Source: an optimization exercise on an open RTL-to-GDS flow (aim: small area and a short achievable clock period). Production flows keep margins and buffers that such runs may drop. In this exercise RTL edits were held to simulation tests only and were not proved equivalent to the original. Power and IR drop assume default switching activity.

Design zsab, start of the top module:
module zsab #(
    parameter [31:0] PREHEAT_NOMINAL      = 32'd400,
    parameter [15:0] PWM_RANGE            = 16'd5000,
    parameter [7:0]  KIND_SUPPORTED       = 8'h01,
    parameter [15:0] RST_UART_DIV         = 16'd16,
    parameter [31:0] RST_FRAME_TIMEOUT_MS = 32'd20,
    parameter [31:0] RST_CONV_SETTLE_MS   = 32'd2,
    parameter [31:0] RST_PWM_BUDGET_MS    = 32'd100,
    parameter [15:0] RST_SCK_HALF         = 16'd4
) (
    input             clk,
    input             rst,
    input      [31:0] ms_now,
    input      [5:0]  bus_addr,
    input             bus_we,
    input             bus_re,
    input      [31:0] bus_wdata,
    output reg [31:0] bus_rdata,
    output            uart_tx,
    input             uart_rx,
    output            sbr_sck,
    output            sbr_cs_n,
    input             sbr_so,
    input             pwm_in,
    output            tmr_suspend,
    output reg        evt_done
);
==> flow/config.mk <==
export PLATFORM = sky130hd
export DESIGN_NAME = zsab
export DESIGN_NICKNAME = zsab
export VERILOG_FILES = /design/flow/design.v
export SDC_FILE = /design/flow/constraint.sdc
export NUM_CORES = 4
export LEC_CHECK = 0
export ABC_AREA = 1
export CAP_MARGIN = 20
export CORE_MARGIN = 2
export CORE_UTILIZATION = 40
export SLEW_MARGIN = 20
==> flow/constraint.sdc <==
create_clock -name core_clock -period 200.0 [get_ports {clk}]
set_input_delay 40.0000 -clock core_clock [delete_from_list [all_inputs] [get_ports {clk}]]
set_output_delay 40.0000 -clock core_clock [all_outputs]
set_load 0.01 [all_outputs]
standard.sh (not shown) runs the stock make flow with config.mk's settings and CLKGATE_MAP_FILE= SYNTH_SCRIPT=/design/flow/synth_recipe.tcl, a recipe that flattens the netlist after the stock synthesis.
==> flow/flow/run.sh <==
#!/bin/bash
set -euo pipefail
here=$(pwd)
rm -rf "$here/scripts_mod"
cp -r "$FLOW_HOME/scripts" "$here/scripts_mod"
cp "$here/flow/abc_area.script" "$here/scripts_mod/abc_area.script"
bash standard.sh SCRIPTS_DIR="$here/scripts_mod" \
    "BUFFER_PORTS_ARGS=-buffer_cell sky130_fd_sc_hd__buf_2" SETUP_SLACK_MARGIN=117 finish > "$here/standard.log" 2>&1
==> flow/flow/abc_area.script <==
strash
dch
map -D 25
topo
stime -c
buffer -c
dnsize -c
The baseline ran to the end with no violations.
Edit:
==> flow/flow/run.sh (replaced) <==
#!/bin/bash
set -euo pipefail
here=$(pwd)
rm -rf "$here/scripts_mod"
cp -r "$FLOW_HOME/scripts" "$here/scripts_mod"
cp "$here/flow/abc_area.script" "$here/scripts_mod/abc_area.script"
bash standard.sh SCRIPTS_DIR="$here/scripts_mod" \
    "BUFFER_PORTS_ARGS=-buffer_cell sky130_fd_sc_hd__buf_2" SETUP_SLACK_MARGIN=118 finish > "$here/standard.log" 2>&1
==> flow/flow/abc_area.script (replaced) <==
strash
dch
map -D 30000 -B 0.9
topo
stime -c
buffer -c
dnsize -c
Total power decreases by 7.5%.
Die area grows by 1.3%.
Global-route usage came out higher by 0.17 points.
Via count goes up by 4.3%.
Routed wire length increases by 2.0%.
Cell area rises by 3.1%.
Worst setup slack improves by 850 ps.
First-iteration DRC count goes down by 7.9%.
Area after synthesis rises by 1.3%.
Edit:
==> flow/flow/run.sh (replaced) <==
#!/bin/bash
set -euo pipefail
here=$(pwd)
rm -rf "$here/scripts_mod"
cp -r "$FLOW_HOME/scripts" "$here/scripts_mod"
cp "$here/flow/abc_area.script" "$here/scripts_mod/abc_area.script"
bash standard.sh SCRIPTS_DIR="$here/scripts_mod" \
    "BUFFER_PORTS_ARGS=-buffer_cell sky130_fd_sc_hd__buf_2" SETUP_SLACK_MARGIN=117 finish > "$here/standard.log" 2>&1
==> flow/flow/abc_area.script (replaced) <==
strash
dch
map -D 25
topo
stime -c
buffer -c
dnsize -c
CTS_BUF_LIST = sky130_fd_sc_hd__clkbuf_8   (was unset)
Result: Combinational power is higher by about 20%; routed wire length shrinks by 1.9%; clock power decreases by about 5%.
Edit:
CTS_BUF_LIST = sky130_fd_sc_hd__clkbuf_4   (was sky130_fd_sc_hd__clkbuf_8)
CTS_CLUSTER_SIZE = 30   (was unset)
Synthesized area is unchanged.
Combinational power is about the same.
Power came out lower by about 0.5%.
Register-to-register slack degrades by 40 ps.
Routed wire length rose by 0.47%.
Sequential power hardly moves.
Synthesized cell count is unchanged.
Utilization barely changes.
Edit:
==> flow/flow/abc_area.script (replaced) <==
strash
dch
map -B 0.5
topo
stime -c
buffer -c
dnsize -c
CTS_BUF_LIST = unset   (was sky130_fd_sc_hd__clkbuf_4)
CTS_CLUSTER_SIZE = unset   (was 30)
Result:
- The new run completed with no timing, DRC or antenna violations
- wire length shrinks by 0.38%
- setup slack is worse by 250 ps
- die area stays flat
- clock power grows by about 20%
Edit:
==> flow/flow/run.sh (replaced) <==
#!/bin/bash
set -euo pipefail
here=$(pwd)
rm -rf "$here/scripts_mod"
cp -r "$FLOW_HOME/scripts" "$here/scripts_mod"
cp "$here/flow/abc_area.script" "$here/scripts_mod/abc_area.script"
bash standard.sh SCRIPTS_DIR="$here/scripts_mod" \
    "BUFFER_PORTS_ARGS=-buffer_cell sky130_fd_sc_hd__buf_2" SETUP_SLACK_MARGIN=117.5 \
    "CTS_ARGS=-sink_clustering_enable -repair_clock_nets -dont_use_dummy_load -sink_clustering_size 30 -buf_list sky130_fd_sc_hd__clkbuf_4" finish > "$here/standard.log" 2>&1
==> flow/flow/abc_area.script (replaced) <==
strash
dch
map -D 25
topo
stime -c
dnsize -c
CTS_BUF_LIST = sky130_fd_sc_hd__clkbuf_4   (was unset)
CTS_CLUSTER_SIZE = 30   (was unset)
GPL_TIMING_DRIVEN = 0   (was unset)
=> The changed run completed without violations. Die area falls by 1.9%. Via count rises by 1.1%. Routed wire length falls by 0.60%. Critical path depth falls by 3. Hold slack is worse by 17 ps. Synthesized cell count falls by 4.9%. Cell count falls by 0.77%. Global-route usage rises by 0.96 points. Register-to-register slack is worse by 2000 ps. Sequential cell count stays the same. Clock power falls by 37%.

[what the ideal ports hide]
The results above use ideal ports. As a check the final layouts listed here were re-extracted and re-timed, cells and wires unchanged. Step 1 (the two cells are an assumption about what drives the block):
set clk [get_ports {clk}]
set_driving_cell -lib_cell sky130_fd_sc_hd__clkbuf_16 $clk
set_driving_cell -lib_cell sky130_fd_sc_hd__buf_2 [delete_from_list [all_inputs] $clk]
Step 2 also shifts input and output timing later by t, the mid clock arrival at the registers, as if the neighbouring blocks saw the same clock. a / b / c = ideal / step 1 / step 2; a / b = the first two.
| run | shift t [ns] | setup WS [ns] | worst hold slack (ns) | worst setup path at the end |
|---|---|---|---|---|
| the first run | 0.697 | 117.111 / 117.089 / 117.089 | 0.403 / 0.403 / 0.403 | input to output |
| the second run | 0.714 | 117.959 / 117.936 / 117.936 | 0.409 / 0.409 / 0.409 | input to output |
| the third run | 0.762 | 117.092 / 117.070 / 117.070 | 0.402 / 0.402 / 0.402 | input to output |
| the fourth run | 1.067 | 117.101 / 117.079 / 117.079 | 0.403 / 0.403 / 0.403 | input to output |
| the fifth run | 0.702 | 116.856 / 116.793 / 116.793 | 0.418 / 0.418 / 0.418 | input to output |
| the sixth run | 1.038 | 117.483 / 117.454 / 117.454 | 0.402 / 0.402 / 0.402 | input to output |
After both steps setup and hold are still met in every run listed. For the fifth run, which loses most, drivers alone change the setup slack by -0.063 ns; drivers and shift together by -0.063 ns.
